Background: an optimization exercise with open tools, aiming at a short achievable clock period and few clock cycles. Do not read the settings as production practice. Function not checked in this run: the RTL went through the layout flow alone. Power is estimated from default activity; no workload was simulated.

File: design/flow/constraint.sdc
create_clock -name core_clock -period 7.0 [get_ports {clk}]
set_input_delay 1.4000 -clock core_clock [delete_from_list [all_inputs] [get_ports {clk}]]
set_output_delay 1.4000 -clock core_clock [all_outputs]
set_load 0.01 [all_outputs]
File: design/flow/design.v
module lhce_parse (
    input  wire        clk,
    input  wire        rst,           
    input  wire        start,
    input  wire [3:0]  op,
    input  wire [15:0] src_addr,
    input  wire [15:0] src_len,
    input  wire [31:0] ph_src,
    input  wire [31:0] ph_dst,
    output wire        busy,
    output reg         done,
    output wire        mem_rd,
    output wire [9:0]  mem_addr,
    input  wire [31:0] mem_rdata,
    output reg  [3:0]  err_code,
    output reg  [3:0]  err_sub,
    output reg  [31:0] r_csum,
    output reg  [31:0] r_csum_field,
    output reg  [31:0] r_ip_len,
    output reg  [31:0] r_ip_misc,
    output reg  [31:0] r_ip_src,
    output reg  [31:0] r_ip_dst,
    output reg  [31:0] r_ip_hdr,
    output reg  [31:0] r_ip_chk,
    output reg  [31:0] r_tcp_ports,
    output reg  [31:0] r_tcp_seq,
    output reg  [31:0] r_tcp_ack,
    output reg  [31:0] r_tcp_ctl,
    output reg  [31:0] r_tcp_csum,
    output reg  [31:0] r_tcp_hdr,
    output reg  [31:0] r_pay,
    output reg  [31:0] r_out
);
    localparam [3:0] E_NOT_IPV4  = 4'd1;
    localparam [3:0] E_INV_IP    = 4'd2;
    localparam [3:0] E_INV_TCP   = 4'd3;
    localparam [3:0] E_BAD_RANGE = 4'd6;
    localparam [3:0] E_ILLEGAL   = 4'd7;
    function [16:0] add16;
        input [15:0] a;
        input [15:0] b;
        input        ci;
        reg   [16:0] g, p, gn, pn;
        integer      i, d;
        begin
            g[0] = ci;
            p[0] = 1'b0;
            for (i = 0; i < 16; i = i + 1) begin
                g[i+1] = a[i] & b[i];
                p[i+1] = a[i] ^ b[i];
            end
            for (d = 1; d < 17; d = d * 2) begin
                gn = g;
                pn = p;
                for (i = d; i < 17; i = i + 1) begin
                    gn[i] = g[i] | (p[i] & g[i-d]);
                    pn[i] = p[i] & p[i-d];
                end
                g = gn;
                p = pn;
            end
            for (i = 0; i < 16; i = i + 1)
                add16[i] = a[i] ^ b[i] ^ g[i];
            add16[16] = g[16];
        end
    endfunction
    function sum_is;
        input [15:0] a;
        input [15:0] b;
        input        ci;
        input [16:0] t;
        reg   [15:0] cin, cout;
        begin
            cin  = a ^ b ^ t[15:0];
            cout = (a & b) | ((a ^ b) & ~t[15:0]);
            sum_is = (cin[0] == ci) && (cin[15:1] == cout[14:0]) && (t[16] == cout[15]);
        end
    endfunction
    reg        busy_r;
    reg        is_cip, is_ctcp, is_ipp, is_tcpp, is_frm;
    reg [15:0] c_a;
    reg [15:0] c_n;
    reg [31:0] c_phs;
    reg [31:0] c_phd;
    assign busy    = busy_r;
    assign mem_rd  = busy_r;
    reg  [9:0] maddr;
    assign mem_addr = maddr;
    reg  [4:0]  cyc;       
    reg  [11:0] kn;        
    wire [1:0]  r    = c_a[1:0];
    wire        rodd = c_a[0];
    wire        o_cip  = (op == 4'h1);
    wire        o_ctcp = (op == 4'h2);
    wire        o_ipp  = (op == 4'h3);
    wire        o_tcpp = (op == 4'h4);
    wire        o_frm  = (op == 4'h7);
    wire [1:0]  o_r    = src_addr[1:0];
    reg [31:0] hw0, hw1, hw2, hw3, hw4, hw5, hw6;
    reg [31:0] tr0, tr1, tr2, tr3, tr4, tr5;
    reg [6:0]  hwe;        
    reg [5:0]  tre;
    wire [223:0] hwflat = {hw6, hw5, hw4, hw3, hw2, hw1, hw0};
    wire [191:0] trflat = {tr5, tr4, tr3, tr2, tr1, tr0};
    wire [223:0] ah  = hwflat >> {r, 3'b000};
    wire [191:0] tb  = trflat >> {r, 3'b000};
    wire [159:0] ipn = is_frm ? ah[191:32] : ah[159:0];
    wire [3:0]  h_ihl   = ipn[3:0];
    wire [3:0]  h_ihl_c = (h_ihl < 4'd5) ? 4'd5 : h_ihl;
    wire [15:0] h_tl    = {ipn[23:16], ipn[31:24]};
    reg [159:0] ipb;       
    reg [159:0] tcb;       
    reg [15:0]  eth;       
    reg [15:0]  fld_ip;    
    reg [15:0]  fld_tcp;   
    always @(posedge clk) begin
        ipb     <= ipn;
        tcb     <= tb[159:0];
        eth     <= {ah[23:16], ah[31:24]};
        fld_ip  <= {ah[87:80], ah[95:88]};
        fld_tcp <= {ah[135:128], ah[143:136]};
    end
    wire [7:0]  ip_b0   = ipb[7:0];
    wire [3:0]  ip_ver  = ip_b0[7:4];
    wire [3:0]  ip_ihl  = ip_b0[3:0];
    wire [7:0]  ip_hl   = {2'b00, ip_ihl, 2'b00};
    wire [15:0] ip_tl   = {ipb[23:16], ipb[31:24]};
    wire [7:0]  ip_ttl  = ipb[71:64];
    wire [7:0]  ip_proto= ipb[79:72];
    wire [15:0] ip_hcs  = {ipb[87:80], ipb[95:88]};
    wire [31:0] ip_src  = {ipb[103:96], ipb[111:104], ipb[119:112], ipb[127:120]};
    wire [31:0] ip_dst  = {ipb[135:128], ipb[143:136], ipb[151:144], ipb[159:152]};
    wire [15:0] t_sport = {tcb[7:0], tcb[15:8]};
    wire [15:0] t_dport = {tcb[23:16], tcb[31:24]};
    wire [31:0] t_seq   = {tcb[39:32], tcb[47:40], tcb[55:48], tcb[63:56]};
    wire [31:0] t_ack   = {tcb[71:64], tcb[79:72], tcb[87:80], tcb[95:88]};
    wire [7:0]  t_doff  = {2'b00, tcb[103:100], 2'b00};
    wire [5:0]  t_flags = tcb[109:104];
    wire [15:0] t_win   = {tcb[119:112], tcb[127:120]};
    wire [15:0] t_cs    = {tcb[135:128], tcb[143:136]};
    wire [15:0] t_urg   = {tcb[151:144], tcb[159:152]};
    reg [17:0] ipS, ipE, ipK, ipK1;    
    reg [17:0] tS, tE, tK, tK1;        
    reg [17:0] phS, phE;               
    reg signed [17:0] kend;            
    reg [3:0]  kmin;                   
    reg [11:0] kcs_ip, kcs_tc;         
    reg [11:0] tq0;                    
    wire [17:0] o_r18 = {16'd0, o_r};
    wire [17:0] o_rn  = o_r18 + {2'b00, src_len};
    wire [17:0] o_ipS = o_frm ? (o_r18 + 18'd4) : o_r18;
    wire [17:0] o_tS  = o_frm ? (o_r18 + 18'd24) : o_r18;
    wire [4:0]  fr_w  = {1'b0, h_ihl_c} + 5'd1;      
    always @(posedge clk) begin
        if (!busy_r) begin
            ipS    <= o_ipS;
            ipE    <= o_cip ? o_rn : o_ipp ? (o_r18 + 18'd20) : o_frm ? (o_r18 + 18'd24) : 18'd0;
            ipK    <= o_ipS + 18'd10;
            ipK1   <= o_ipS + 18'd11;
            tS     <= o_tS;
            tE     <= (o_ctcp | o_tcpp) ? o_rn : 18'd0;
            tK     <= o_tS + 18'd16;
            tK1    <= o_tS + 18'd17;
            phS    <= o_frm ? (o_r18 + 18'd16) : 18'd0;
            phE    <= o_frm ? (o_r18 + 18'd24) : 18'd0;
            kend   <= (o_ipp | o_frm) ? 18'sh1FFFF : ($signed(o_rn - 18'd1) >>> 2);
            kmin   <= o_cip  ? 4'd0 :
                      o_ctcp ? ((o_r == 2'd3) ? 4'd5 : 4'd4) :
                      o_tcpp ? 4'd0 :
                      o_ipp  ? 4'd4 : 4'd6;
            kcs_ip <= (o_r == 2'd0) ? 12'd2 : 12'd3;
            kcs_tc <= o_frm ? ((o_r == 2'd3) ? 12'd11 : 12'd10) : ((o_r == 2'd3) ? 12'd5 : 12'd4);
            tq0    <= o_frm ? 12'd6 : 12'd0;
        end else if (is_ipp) begin
            ipE    <= {12'd0, h_ihl_c, r};
            kend   <= {14'd0, h_ihl_c} - ((r == 2'd0) ? 18'd1 : 18'd0);
        end else if (is_frm) begin
            ipE    <= {11'd0, fr_w, r};
            tS     <= {11'd0, fr_w, r};
            tE     <= {2'b00, h_tl} + {16'd0, r} + 18'd4;
            tK     <= {11'd0, fr_w + 5'd4, r};
            tK1    <= {11'd0, fr_w + 5'd4, r} + 18'd1;
            kend   <= ({2'b00, h_tl} + {16'd0, r} + 18'd3) >>> 2;
            kcs_tc <= {7'd0, fr_w} + ((r == 2'd3) ? 12'd5 : 12'd4);
            tq0    <= {7'd0, fr_w};
        end
    end
    reg [3:0] m_ip, m_tc, m_ih, m_il;
    integer l;
    reg [17:0] p;
    always @(*) begin
        for (l = 0; l < 4; l = l + 1) begin
            p = {4'd0, kn, l[1:0]};
            m_ip[l] = (p >= ipS) && (p < ipE) && (p != ipK) && (p != ipK1);
            m_tc[l] = ((p >= tS) && (p < tE) && (p != tK) && (p != tK1)) ||
                      ((p >= phS) && (p < phE));
            m_ih[l] = (p == tK);
            m_il[l] = (p == tK1);
        end
    end
    wire m_last = ($signed({6'd0, kn}) >= kend) && (kn >= {8'd0, kmin});
    wire m_late = (is_cip && (kn == kcs_ip)) || ((is_ctcp | is_tcpp | is_frm) && (kn == kcs_tc));
    reg [3:0]  X_ip, X_tc, X_ih, X_il;
    reg        X_last, X_late;
    reg        A_last, A_late;
    reg        Fv;
    reg  [15:0] d_L;
    reg  [17:0] pa, pb;
    reg  [18:0] psum;
    reg  [15:0] pf;
    wire [16:0] pfold1 = {1'b0, psum[15:0]} + {14'd0, psum[18:16]};
    always @(posedge clk) begin
        if (is_frm) begin
            pa <= 18'd0;
            pb <= {2'b00, d_L} + 18'd6;
        end else begin
            pa <= {2'b00, c_phs[31:16]} + {2'b00, c_phs[15:0]} + {2'b00, c_phd[31:16]};
            pb <= {2'b00, c_phd[15:0]} + {2'b00, c_n} + 18'd6;
        end
        psum <= {1'b0, pa} + {1'b0, pb};
        pf   <= pfold1[15:0] + {15'd0, pfold1[16]};
    end
    wire [7:0] rb0 = mem_rdata[7:0];
    wire [7:0] rb1 = mem_rdata[15:8];
    wire [7:0] rb2 = mem_rdata[23:16];
    wire [7:0] rb3 = mem_rdata[31:24];
    function [7:0] tsel;
        input        m, ih, il;
        input [7:0]  b;
        input [15:0] v;
        tsel = (m ? b : 8'd0) | (ih ? v[15:8] : 8'd0) | (il ? v[7:0] : 8'd0);
    endfunction
    wire [15:0] xi01 = {(X_ip[0] ? rb0 : 8'd0), (X_ip[1] ? rb1 : 8'd0)};
    wire [15:0] xi23 = {(X_ip[2] ? rb2 : 8'd0), (X_ip[3] ? rb3 : 8'd0)};
    wire [15:0] xt01 = {tsel(X_tc[0], X_ih[0], X_il[0], rb0, pf),
                        tsel(X_tc[1], X_ih[1], X_il[1], rb1, pf)};
    wire [15:0] xt23 = {tsel(X_tc[2], X_ih[2], X_il[2], rb2, pf),
                        tsel(X_tc[3], X_ih[3], X_il[3], rb3, pf)};
    wire [16:0] xi_0 = add16(xi01, xi23, 1'b0);
    wire [16:0] xi_1 = add16(xi01, xi23, 1'b1);
    wire [16:0] xt_0 = add16(xt01, xt23, 1'b0);
    wire [16:0] xt_1 = add16(xt01, xt23, 1'b1);
    reg  [15:0] sx_ip, sx_tc;
    reg [15:0] acc_ip, acc_tc;
    reg        cy_ip, cy_tc;
    wire [16:0] si_n = add16(acc_ip, sx_ip, cy_ip);
    wire [16:0] st_n = add16(acc_tc, sx_tc, cy_tc);
    wire [7:0]  kic_hi = is_frm ? ah[119:112] : ah[87:80];     
    wire [7:0]  kic_lo = is_frm ? ah[127:120] : ah[95:88];     
    wire [15:0] kip_n  = rodd ? {~kic_lo, ~kic_hi} : {~kic_hi, ~kic_lo};
    wire [15:0] ktc_n  = rodd ? {~tb[143:136], ~tb[135:128]} : {~tb[135:128], ~tb[143:136]};
    reg  [16:0] kip_a, kip_b, ktc_a, ktc_b;
    reg         kip_1, ktc_1;
    always @(posedge clk) begin
        kip_a <= {1'b0, kip_n};
        kip_b <= (kip_n == 16'd0) ? 17'h0FFFF : {1'b1, kip_n - 16'd1};
        kip_1 <= (kip_n == 16'd1);
        ktc_a <= {1'b0, ktc_n};
        ktc_b <= (ktc_n == 16'd0) ? 17'h0FFFF : {1'b1, ktc_n - 16'd1};
        ktc_1 <= (ktc_n == 16'd1);
    end
    wire ip_match_n = sum_is(acc_ip, sx_ip, cy_ip, kip_a) || sum_is(acc_ip, sx_ip, cy_ip, kip_b) ||
                      (kip_1 && (&acc_ip) && (&sx_ip) && cy_ip);
    wire tc_match_n = sum_is(acc_tc, sx_tc, cy_tc, ktc_a) || sum_is(acc_tc, sx_tc, cy_tc, ktc_b) ||
                      (ktc_1 && (&acc_tc) && (&sx_tc) && cy_tc);
    reg  ip_match, tc_match;
    reg [15:0] d_seg;       
    reg [15:0] d_ipa;       
    reg [15:0] d_tca;       
    reg [15:0] d_tl4;       
    reg [15:0] d_np;        
    reg        d_doff_bad;
    reg [31:0] d_pay;
    reg        d_pres;
    always @(posedge clk) begin
        d_seg      <= ip_tl - {8'd0, ip_hl};
        d_ipa      <= is_frm ? (c_a + 16'd4) : c_a;
        d_L        <= is_frm ? (ip_tl - {8'd0, ip_hl}) : c_n;
        d_tca      <= is_frm ? (c_a + 16'd4 + {8'd0, ip_hl}) : c_a;
        d_tl4      <= ip_tl + 16'd4;
        d_np       <= is_frm ? (c_n - 16'd4) : c_n;
        d_doff_bad <= (t_doff < 8'd20) || ({8'd0, t_doff} > d_L);
        d_pay      <= {d_L - {8'd0, t_doff}, d_tca + {8'd0, t_doff}};
        d_pres     <= is_cip ? (c_n >= 16'd12) : (c_n >= 16'd18);
    end
    reg [8:0] hc;
    always @(posedge clk) begin
        hc[0] <= is_frm && (eth != 16'h0800);           
        hc[1] <= is_frm && (c_n < 16'd24);              
        hc[2] <= (ip_hl < 8'd20);                       
        hc[3] <= (ip_proto != 8'd6);                    
        hc[4] <= (ip_ver != 4'd4);                      
        hc[5] <= ({8'd0, ip_hl} > ip_tl);               
        hc[6] <= ({8'd0, ip_hl} > d_np);                
        hc[7] <= is_frm && (ip_tl > d_np);              
        hc[8] <= is_frm && (d_seg < 16'd20);            
    end
    wire      hc_any = |hc;
    reg [3:0] hc_code, hc_sub;
    always @(*) begin
        hc_code = E_INV_IP;
        if (hc[0])      begin hc_code = E_NOT_IPV4; hc_sub = 4'd1; end
        else if (hc[1]) hc_sub = 4'd1;
        else if (hc[2]) hc_sub = 4'd2;
        else if (hc[3]) hc_sub = 4'd3;
        else if (hc[4]) hc_sub = 4'd4;
        else if (hc[5]) hc_sub = 4'd5;
        else if (hc[6]) hc_sub = 4'd6;
        else if (hc[7]) hc_sub = 4'd7;
        else            begin hc_code = E_INV_TCP; hc_sub = 4'd1; end
    end
    wire [16:0] o_rend = {1'b0, src_addr} + {1'b0, src_len};
    reg         e1;
    reg [3:0]   e1_code, e1_sub;
    always @(posedge clk) begin
        if (!busy_r) begin
            e1 <= 1'b1; e1_code <= 4'd0; e1_sub <= 4'd1;
            if (!(o_cip | o_ctcp | o_ipp | o_tcpp | o_frm)) e1_code <= E_ILLEGAL;
            else if (o_rend > 17'd4096)                       e1_code <= E_BAD_RANGE;
            else if (o_ipp && src_len < 16'd20)               e1_code <= E_INV_IP;
            else if (o_tcpp && src_len < 16'd20)              e1_code <= E_INV_TCP;
            else if (o_frm && src_len < 16'd4)                begin e1_code <= E_NOT_IPV4; e1_sub <= 4'd2; end
            else                                              e1 <= 1'b0;
        end
    end
    function [15:0] calc;
        input [15:0] acc;
        input        cy;
        input        sw;
        reg   [15:0] f;
        begin
            f = (acc == 16'hFFFF && cy) ? 16'h0001 : acc + {15'd0, cy};
            calc = ~(sw ? {f[7:0], f[15:8]} : f);
        end
    endfunction
    wire [15:0] calc_ip = calc(acc_ip, cy_ip, rodd);
    wire [15:0] calc_tc = calc(acc_tc, cy_tc, rodd);
    wire fin_e1 = (cyc == 5'd1) && e1;
    wire fin_hc = (cyc == 5'd9) && is_frm && hc_any;
    wire fin    = fin_e1 | fin_hc | Fv;
    wire hdr_ok = !(is_ipp | is_frm) || !hc_any;
    wire tcp_ok = tc_match && !d_doff_bad;
    wire w_csum = Fv && (is_cip | is_ctcp);
    wire w_ip   = Fv && hdr_ok && (is_ipp || (is_frm && tcp_ok));
    wire w_tcp  = Fv && hdr_ok && (is_tcpp | is_frm) && tcp_ok;
    wire w_frm  = Fv && hdr_ok && is_frm && tcp_ok;
    always @(posedge clk) begin
        if (!busy_r) begin
            is_cip  <= o_cip;
            is_ctcp <= o_ctcp;
            is_ipp  <= o_ipp;
            is_tcpp <= o_tcpp;
            is_frm  <= o_frm;
            c_a     <= src_addr;
            c_n     <= src_len;
            c_phs   <= ph_src;
            c_phd   <= ph_dst;
            maddr   <= src_addr[11:2];
            cyc     <= 5'd1;
            kn      <= 12'd0;
            hwe     <= 7'd0;
            tre     <= 6'd0;
            X_ip    <= 4'd0;
            X_tc    <= 4'd0;
            X_ih    <= 4'd0;
            X_il    <= 4'd0;
            X_last  <= 1'b0;
            X_late  <= 1'b0;
            sx_ip   <= 16'd0;
            sx_tc   <= 16'd0;
            A_last  <= 1'b0;
            A_late  <= 1'b0;
            acc_ip  <= 16'd0;
            acc_tc  <= 16'd0;
            cy_ip   <= 1'b0;
            cy_tc   <= 1'b0;
            Fv      <= 1'b0;
        end else begin
            maddr   <= maddr + 10'd1;
            if (cyc != 5'd31) cyc <= cyc + 5'd1;
            kn      <= kn + 12'd1;
            X_ip    <= m_ip;
            X_tc    <= m_tc;
            X_ih    <= m_ih;
            X_il    <= m_il;
            X_last  <= m_last;
            X_late  <= m_late;
            hwe     <= {kn == 12'd6, kn == 12'd5, kn == 12'd4, kn == 12'd3,
                        kn == 12'd2, kn == 12'd1, kn == 12'd0};
            tre     <= {kn == tq0 + 12'd5, kn == tq0 + 12'd4, kn == tq0 + 12'd3,
                        kn == tq0 + 12'd2, kn == tq0 + 12'd1, kn == tq0};
            if (hwe[0]) hw0 <= mem_rdata;
            if (hwe[1]) hw1 <= mem_rdata;
            if (hwe[2]) hw2 <= mem_rdata;
            if (hwe[3]) hw3 <= mem_rdata;
            if (hwe[4]) hw4 <= mem_rdata;
            if (hwe[5]) hw5 <= mem_rdata;
            if (hwe[6]) hw6 <= mem_rdata;
            if (tre[0]) tr0 <= mem_rdata;
            if (tre[1]) tr1 <= mem_rdata;
            if (tre[2]) tr2 <= mem_rdata;
            if (tre[3]) tr3 <= mem_rdata;
            if (tre[4]) tr4 <= mem_rdata;
            if (tre[5]) tr5 <= mem_rdata;
            sx_ip   <= xi_0[16] ? xi_1[15:0] : xi_0[15:0];
            sx_tc   <= xt_0[16] ? xt_1[15:0] : xt_0[15:0];
            A_last  <= X_last;
            A_late  <= X_late;
            acc_ip  <= si_n[15:0];
            cy_ip   <= si_n[16];
            acc_tc  <= st_n[15:0];
            cy_tc   <= st_n[16];
            ip_match <= ip_match_n;
            tc_match <= tc_match_n;
            Fv      <= A_last && !A_late;
        end
    end
    always @(posedge clk) begin
        if (rst) begin
            busy_r       <= 1'b0;
            done         <= 1'b0;
            err_code     <= 4'd0;
            err_sub      <= 4'd0;
            r_csum       <= 32'd0;
            r_csum_field <= 32'd0;
            r_ip_len     <= 32'd0;
            r_ip_misc    <= 32'd0;
            r_ip_src     <= 32'd0;
            r_ip_dst     <= 32'd0;
            r_ip_hdr     <= 32'd0;
            r_ip_chk     <= 32'd0;
            r_tcp_ports  <= 32'd0;
            r_tcp_seq    <= 32'd0;
            r_tcp_ack    <= 32'd0;
            r_tcp_ctl    <= 32'd0;
            r_tcp_csum   <= 32'd0;
            r_tcp_hdr    <= 32'd0;
            r_pay        <= 32'd0;
            r_out        <= 32'd0;
        end else begin
            done <= 1'b0;
            if (!busy_r) begin
                if (start) busy_r <= 1'b1;
            end else begin
                if (fin) begin
                    busy_r <= 1'b0;
                    done   <= 1'b1;
                    if (fin_e1) begin
                        err_code <= e1_code;
                        err_sub  <= e1_sub;
                    end else if ((is_ipp | is_frm) && hc_any) begin
                        err_code <= hc_code;
                        err_sub  <= hc_sub;
                    end else if ((is_tcpp | is_frm) && !tc_match) begin
                        err_code <= E_INV_TCP;
                        err_sub  <= 4'd2;
                    end else if ((is_tcpp | is_frm) && d_doff_bad) begin
                        err_code <= E_INV_TCP;
                        err_sub  <= 4'd3;
                    end else begin
                        err_code <= 4'd0;
                        err_sub  <= 4'd0;
                    end
                end
                if (w_csum) begin
                    if (is_cip) begin
                        r_csum       <= {14'd0, d_pres && ip_match, d_pres, calc_ip};
                        r_csum_field <= d_pres ? {16'd0, fld_ip} : 32'd0;
                    end else begin
                        r_csum       <= {14'd0, d_pres && tc_match, d_pres, calc_tc};
                        r_csum_field <= d_pres ? {16'd0, fld_tcp} : 32'd0;
                    end
                end
                if (w_ip) begin
                    r_ip_len  <= {4'd0, ip_ver, ip_hl, ip_tl};
                    r_ip_misc <= {ip_hcs, ip_proto, ip_ttl};
                    r_ip_src  <= ip_src;
                    r_ip_dst  <= ip_dst;
                    r_ip_hdr  <= {d_seg, d_ipa};
                    r_ip_chk  <= {15'd0, ip_match, calc_ip};
                end
                if (w_tcp) begin
                    r_tcp_ports <= {t_sport, t_dport};
                    r_tcp_seq   <= t_seq;
                    r_tcp_ack   <= t_ack;
                    r_tcp_ctl   <= {t_win, t_doff, 2'b00, t_flags};
                    r_tcp_csum  <= {t_urg, t_cs};
                    r_tcp_hdr   <= {d_L, d_tca};
                end
                if (w_frm) begin
                    r_pay <= d_pay;
                    r_out <= {d_tl4, c_a};
                end
            end
        end
    end
endmodule
File: design/flow/run.sh
#!/bin/bash
# synth_recipe.tcl (not shown) runs the flow's synth.tcl, then flattens the netlist and writes it again
# the make line also repeats each setting of config.mk as NAME=value (left out here)
make -C /OpenROAD-flow-scripts/flow DESIGN_CONFIG=/design/flow/config.mk WORK_HOME=/design/flow/orfs CLKGATE_MAP_FILE= SYNTH_SCRIPT=/design/flow/synth_recipe.tcl finish
File: design/flow/config.mk
export PLATFORM = sky130hd
export DESIGN_NAME = lhce_parse
export DESIGN_NICKNAME = lhce_parse
export VERILOG_FILES = /design/flow/design.v
export SDC_FILE = /design/flow/constraint.sdc
export NUM_CORES = 4
export LEC_CHECK = 0
export ABC_CLOCK_PERIOD_IN_PS = 2500
export CAP_MARGIN = 20
export CORE_MARGIN = 2
export CORE_UTILIZATION = 40
export PLACE_DENSITY = 0.6
export SETUP_SLACK_MARGIN = 4.5
export SLEW_MARGIN = 20
export TNS_END_PERCENT = 100
==> results.cfg <==
[cells_and_area]
layout_commonest_cell = buf_4
fill_cells = 15000
largest_register = tcb
mostFrequentLayoutCells = buf_4 (724), dfxtp_1 (653), buf_6 (634)
drive_above_1_share_pct = 48.2
reg_top3 = tcb (154), ipb (120)
largest_register_ff_count = 154
synthToLayoutAreaGrowth_pct = 50.0
nets = 9734

[detailed_routing]
wl_met1_um = 135000
routed.top_layer = met5
drt_iter0_markers = 7664
drt_first_pass_iters = 7
via_per_inst = 5.76
wl_met2_um = 157000
route.detailed.drc = 0
postRouteAntennaNets = 0
num_vias = 69300
drt_wl_total_um = 350000
routedWlPerCell_um = 29.1
wl_met3_um = 33200

[synth]
synth_seq_cells = 1786
synth_cells = 7606
seq_area_frac_synth_pct = 52.0
synthDistinctLibCells = 104
synthesis.area_mm2 = 0.0803
synth_edf_count = 602
ys_warn_count = 1
synthFlopType = dfxtp_1
synthArstFlopShare_pct = 0
avgSynthCellArea_um2 = 10.6

[sta]
fmax_mhz = 261
setup_viol = 0
min_period_ns = 3.83
grt_setup_unrepaired = true
relSlewSlack_pct = 27.0
fin_skew_ns = 0.0577
hold_viol_final = 0
fin_crit_sh_pct = 54.7
tns_ns = 0
slew_violations = 0
worst_pin_slew_ns = 1.06

[power]
power_leakage_nw = 48.3
power_frac_comb_pct = 20.5
seqPwrFrac_pct = 43.5
p_int_mw = 19.6
pwr-share-clk_pct = 36.1
p_per_area_mw_per_mm2 = 234
irDropWorstVdd_uv = 268
swShare_pct = 30.5
p_total_mw = 28.2
power.switching_mw = 8.61

[cts]
cts_made_buffers = 186
clk_pin_slew_worst_paths_ns = 0.07
tritoncts = yes
clkSinkCount = 1786
cts_hold_buf = 0
clkLatencyLatePin_ns = 0.88
htreeDepth = 4
clock-root-buffer = clkbuf_16
cts_max_path_buffers = 3

[outcome]
status = timing/DRC/antenna clean

[die]
placementRows = 164
io-pin-count = 668
start_util_pct = 40.2
die_area_mm2 = 0.204
core_area_mm2 = 0.200
die_x_um = 452
die_height_um = 452

[global_route]
grt_pass1_wl_um = 460000
grt_max_degree = 168
antenna_found_initial = 21
grt_pass1_vias = 65200
grt_use_total_pct = 30.8
overflow = 0

[placed_design]
place_congestion = 0.919
portBuffers = 606
dp_hpwl_um = 202000

[critical_path]
critPathTopFamily = compound AO/OA/AOI/OAI gates
path_cells = buf_12 -> mux4_2 -> mux2_4 -> ha_4 -> a21o_4 -> buf_4 -> and2_1 -> a31oi_1 -> o2bb2ai_1 -> a21o_1 -> and3_4 -> and2b_1 -> buf_6 -> a31oi_4 -> o21a_1 -> a21oi_2
cp.arrival_ns = 4.42
worstPathMaxFanout = 6
crit_path_start_kind = flop
critPathBufInv = 3
crit_type = flop to flop
critPathCaptureType = flop
slowest_stage = mux4_2
critical_path_required_ns = 7.59
slowest_delay_ns = 0.53

[worst_hold_path]
worstHoldPathType = flop to flop

[run]
max_cap_viol_count = 0
-- worst paths after layout --
path              slack (ns)     start  cells past startpoint  endpoint
hold / removal          0.37  d_tca[1]                      0  d_pay[1]
setup reg to reg        3.17    c_a[0]                     16  kend[14]
setup / recovery        3.17    c_a[0]                     16  kend[14]
hold reg to reg         0.37  d_tca[1]                      0  d_pay[1]
-- cell type report --
type / count / area [um^2] / area share, %
clock inverter: 75 / 830 / 0.689
clock buffer: 270 / 5330 / 4.43
tap: 2656 / 3320 / 2.76
timing repair inverter: 2 / 32.5 / 0.0270
antenna: 11 / 27.5 / 0.0229
multi-input combinational: 5128 / 45700 / 37.9
inverter: 314 / 1260 / 1.05
sequential: 1786 / 42800 / 35.5
timing repair buffer: 1796 / 21200 / 17.6
-- per-stage QoR --
step / cell area, um^2 / worst slack (ns) / util [%] / cells / hold WS (ns)
2_1_floorplan: 82800 / 2.28 / - / 7667 / 0.346
5_1_grt: 120000 / 3.06 / 60.3 / 12000 / 0.380
3_3_place_gp: 89800 / 1.28 / 45.0 / 10600 / 0.361
6_report: 120000 / 3.17 / 60.3 / 12000 / 0.373
3_5_place_dp: 89800 / 1.25 / 45.0 / 10600 / 0.364
4_1_cts: 112000 / 3.20 / 56.0 / 11700 / 0.372
-- layer usage --
metal	GRT usage [%]	vias to the layer above
li1	-	29800
met1	41.2	34600
met2	47.4	3903
met3	5.23	971
met4	17.5	6
met5	0	-
-- cell usage after synthesis, types with 25 or more instances --
| master | number | share of area (%) |
|---|---|---|
| a222oi_1 | 32 | 0.40 |
| mux2i_1 | 179 | 2.2 |
| a21o_1 | 70 | 0.65 |
| ha_1 | 293 | 4.6 |
| mux2_2 | 93 | 1.3 |
| buf_1 | 39 | 0.18 |
| xnor2_1 | 252 | 2.7 |
| nor2_1 | 443 | 2.1 |
| clkbuf_1 | 233 | 1.1 |
| buf_2 | 79 | 0.49 |
| fa_1 | 92 | 2.3 |
| or3_1 | 25 | 0.19 |
| nand2b_1 | 37 | 0.29 |
| edfxtp_1 | 602 | 23 |
| nor3_1 | 101 | 0.63 |
| a211oi_1 | 56 | 0.52 |
| mux4_2 | 168 | 4.7 |
| nand4_1 | 78 | 0.61 |
| nand2_1 | 1271 | 5.9 |
| nor2b_1 | 61 | 0.48 |
| o21ai_0 | 232 | 1.4 |
| and2_1 | 77 | 0.60 |
| a21oi_1 | 712 | 4.4 |
| inv_1 | 311 | 1.5 |
| nand3_1 | 138 | 0.86 |
| dfxtp_1 | 1184 | 30 |
| xor2_1 | 209 | 2.3 |
| buf_4 | 89 | 0.83 |
| and3_1 | 52 | 0.41 |
| nor4_1 | 47 | 0.37 |
-- power by group through the flow --
| stage | Combinational, mW | Sequential (mW) | Clock, mW |
|---|---|---|---|
| floorplan | 2.85 | 12.0 | 0 |
| global placement | 4.03 | 12.4 | 0 |
| detailed placement | 4.08 | 12.4 | 0 |
| CTS | 5.07 | 12.2 | 10.1 |
| global route | 6.07 | 12.3 | 10.6 |
| finish | 5.78 | 12.3 | 10.2 |
-- kinds of logic after synthesis --
group           count (synthesis)  synth area share (%)
simple gates                 2433                  13.5
flops                        1786                  52.0
compound gates               1322                  9.65
buf+inv                       764                  4.24
xor+xnor                      463                  5.07
mux                           452                  8.61
fa+ha+maj                     385                  6.86
other cells                     1               0.00467
-- timing repair --
action / 4_1_cts / 5_1_grt
pin swaps: 844 / 721
endpoints found under the setup margin: 1586 / 1567
endpoints found under the hold margin: 0 / 0
resized for setup: 4770 / 1384
cloned: 123 / 43
buffers inserted: 660 / 288

## re-timing with driven ports
The results above use ideal ports. As a check the final layout listed here was re-extracted and re-timed, cells and wires unchanged.
Step 1 (the two cells are an assumption about what drives the block):
set clk [get_ports {clk}]
set_driving_cell -lib_cell sky130_fd_sc_hd__clkbuf_16 $clk
set_driving_cell -lib_cell sky130_fd_sc_hd__buf_2 [delete_from_list [all_inputs] $clk]
Step 2 also shifts input and output timing later by t, the mid clock arrival at the registers, as if the neighbouring blocks saw the same clock.
Slacks: ideal ports / drivers / drivers and shift; pairs: ideal ports / drivers.
t, ns: 0.939
setup slack, ns: 3.171 / 3.171 / 2.417
clock arrival spread, ns: 0.061 / 0.061
slew at the worst register clock pin (ns): 0.08 / 0.08
After both steps setup and hold are still met in this run. For this run, drivers alone change the setup slack by 0.000 ns; drivers and shift together by -0.754 ns.
